Context: an optimization exercise on an open-source flow, tuned for small area and a short achievable clock period. The choices shown serve that exercise and are no tape-out recipe. Function was checked by simulation only, so behaviour that the tests miss may differ from the original. Power is estimated from default activity; no workload was simulated.

==> flow/design.v (excerpt) <==
module plic (
    input             clk,
    input             rst,           
    input             req_valid,
    input             req_write,
    input      [21:0] req_addr,      
    input      [31:0] req_wdata,
    output reg        rsp_valid,
    output reg [31:0] rsp_rdata,   
    input      [63:0] irq,
    output     [1:0]  eip
);
Size: about 3300 cells after synthesis, ~460 flip-flops, roughly 28000 µm² of cells after synthesis.
clock: 95.0 ns
lec_check: 0
cap_margin: 20
core_margin: 2
core_utilization: 42
cts_buf_list: sky130_fd_sc_hd__clkbuf_8 sky130_fd_sc_hd__clkbuf_16
cts_cluster_diameter: 100
cts_cluster_size: 30
slew_margin: 20
standard.sh (not shown) runs the stock make flow with config.mk's settings and CLKGATE_MAP_FILE= SYNTH_SCRIPT=/design/flow/synth_recipe.tcl, a recipe that flattens the netlist after the stock synthesis.
==> flow/flow/run.sh <==
#!/bin/bash
# Layout flow: the standard flow (standard.sh) with these changes:
#  * synthesis maps the logic with an area-oriented ABC script (flow/abc_area.script)
#    in place of ORFS's delay-oriented one; everything else in synthesis (register
#    mapping, flattening, renaming) is the standard flow's own script, unchanged;
#  * extra make variables from flow/make_args.txt (one NAME=value per line): a setup
#    margin for repair_timing, so that the I/O paths that set the achieved period
#    get sized up, and the smallest buffer cell for the port buffers.
# make's output goes to flow_make.log here; ORFS's per-step logs are under orfs/logs.
set -euo pipefail
W=$PWD
F=$W/flow
# cells kept out of ABC's mapping (flow/abc_dont_use.txt): the slow non-inverting gates
DU=""
while IFS= read -r c; do [[ -n "$c" ]] && DU+=" -dont_use $c"; done < "$F/abc_dont_use.txt"
sed "s#^\( *\)log_cmd abc {\*}\$abc_args#\1set abc_args [lreplace \$abc_args 1 1 $F/abc_area.script]\n\1lappend abc_args $DU\n\1log_cmd abc {*}\$abc_args#" \
    "$FLOW_HOME/scripts/synth.tcl" > "$W/area_synth_core.tcl"
grep -q "abc_area.script" "$W/area_synth_core.tcl"
sed "s#source \$::env(SCRIPTS_DIR)/synth.tcl#source $W/area_synth_core.tcl#" synth_recipe.tcl > "$W/area_synth.tcl"
grep -q "area_synth_core.tcl" "$W/area_synth.tcl"
EXTRA=""
while IFS= read -r line; do
  [[ -z "$line" ]] && continue
  EXTRA+=" '$line'"
done < "$F/make_args.txt"
sed -e "s#SYNTH_SCRIPT=[^ ]*#SYNTH_SCRIPT=$W/area_synth.tcl#" \
    -e "s#\"\${@:-finish}\"#$EXTRA \"\${@:-finish}\"#" standard.sh > "$W/area_standard.sh"
grep -q "area_synth.tcl" "$W/area_standard.sh"
bash "$W/area_standard.sh" > "$W/flow_make.log" 2>&1
==> flow/flow/abc_area.script <==
strash
dch -f
amap
topo
==> flow/flow/abc_dont_use.txt <==
sky130_fd_sc_hd__or4*
sky130_fd_sc_hd__and4*
sky130_fd_sc_hd__or3*
sky130_fd_sc_hd__and3*
sky130_fd_sc_hd__or2*
sky130_fd_sc_hd__and2*
sky130_fd_sc_hd__a*o_*
sky130_fd_sc_hd__o*a_*
==> flow/flow/make_args.txt <==
SETUP_SLACK_MARGIN=72.5
BUFFER_PORTS_ARGS=-buffer_cell sky130_fd_sc_hd__buf_1
The baseline completed without violations.
==> next run, changes <==
==> flow/flow/make_args.txt (replaced) <==
SETUP_SLACK_MARGIN=73
BUFFER_PORTS_ARGS=-buffer_cell sky130_fd_sc_hd__buf_1
--- a/flow/config.mk
+++ b/flow/config.mk
@@ -6,9 +6,9 @@
 export NUM_CORES = 4
 export LEC_CHECK = 0
-export CAP_MARGIN = 20
+export CAP_MARGIN = 30
 export CORE_MARGIN = 2
-export CORE_UTILIZATION = 42
+export CORE_UTILIZATION = 50
 export CTS_BUF_LIST = sky130_fd_sc_hd__clkbuf_8 sky130_fd_sc_hd__clkbuf_16
 export CTS_CLUSTER_DIAMETER = 100
 export CTS_CLUSTER_SIZE = 30
-export SLEW_MARGIN = 20
+export SLEW_MARGIN = 30
Outcome:
- The changed run produced a clean layout
- wire length went up by about 0.65%
- clock skew went up by 0.020 ns
- via count went up by about 5%
- die area went down by 16%
- sequential power stays flat
- final area is about the same
- power went down by 0.54%
- synthesized cell count is unchanged
==> next run, changes <==
==> flow/flow/make_args.txt (replaced) <==
SETUP_SLACK_MARGIN=72.5
BUFFER_PORTS_ARGS=-buffer_cell sky130_fd_sc_hd__buf_1
==> flow/config.mk (replaced) <==
export PLATFORM = sky130hd
export DESIGN_NAME = plic
export DESIGN_NICKNAME = plic
export VERILOG_FILES = /design/flow/design.v
export SDC_FILE = /design/flow/constraint.sdc
export NUM_CORES = 4
export LEC_CHECK = 0
export CAP_MARGIN = 20
export CORE_MARGIN = 2
export CORE_UTILIZATION = 35
export CTS_BUF_LIST = sky130_fd_sc_hd__clkbuf_8 sky130_fd_sc_hd__clkbuf_16
export CTS_CLUSTER_DIAMETER = 60
export CTS_CLUSTER_SIZE = 20
export SLEW_MARGIN = 20
Outcome: The new run produced a clean layout. Wire length increases by 1.2%. Non-clock buffer count rose by 5. Utilization goes down by 17 points. Total power rose by 11%. Critical path depth came out lower by 1. Synthesized area stays the same. First-iteration DRC count came out lower by 24%. Clock skew falls by 0.024 ns. Clock-buffer cell count went up by 26. Worst hold slack gets worse by 0.016 ns.

-- separate check: timing with driven ports --
Ports are ideal in the flow. The routed layouts listed here were re-timed in OpenROAD.
Step 1 sets driving cells, clkbuf_16 on the clock port and buf_2 on the other inputs (assumed; they add their load-dependent delay and slew).
Step 2 adds t to the input delays and takes it off the output delays; t is the mean of the earliest and latest rising clock arrival at the registers after step 1. Input paths then give back, and output paths get back, about the clock's delay inside the block.
Slacks: ideal ports / drivers / drivers and shift; pairs: ideal ports / drivers.
run | t (ns) | setup slack, ns | worst setup path at the end | pins driven straight from the clock port
the first run | 0.725 | 72.233 / 72.155 / 71.996 | input to register | 1
the second run | 0.730 | 72.190 / 72.123 / 72.257 | input to register | 1
the third run | 0.698 | 72.355 / 72.279 / 71.975 | input to register | 1
After both steps every run listed still meets setup and hold. The setup slack of the third run, which loses most, moves by -0.076 ns with the drivers and by -0.380 ns with both steps.
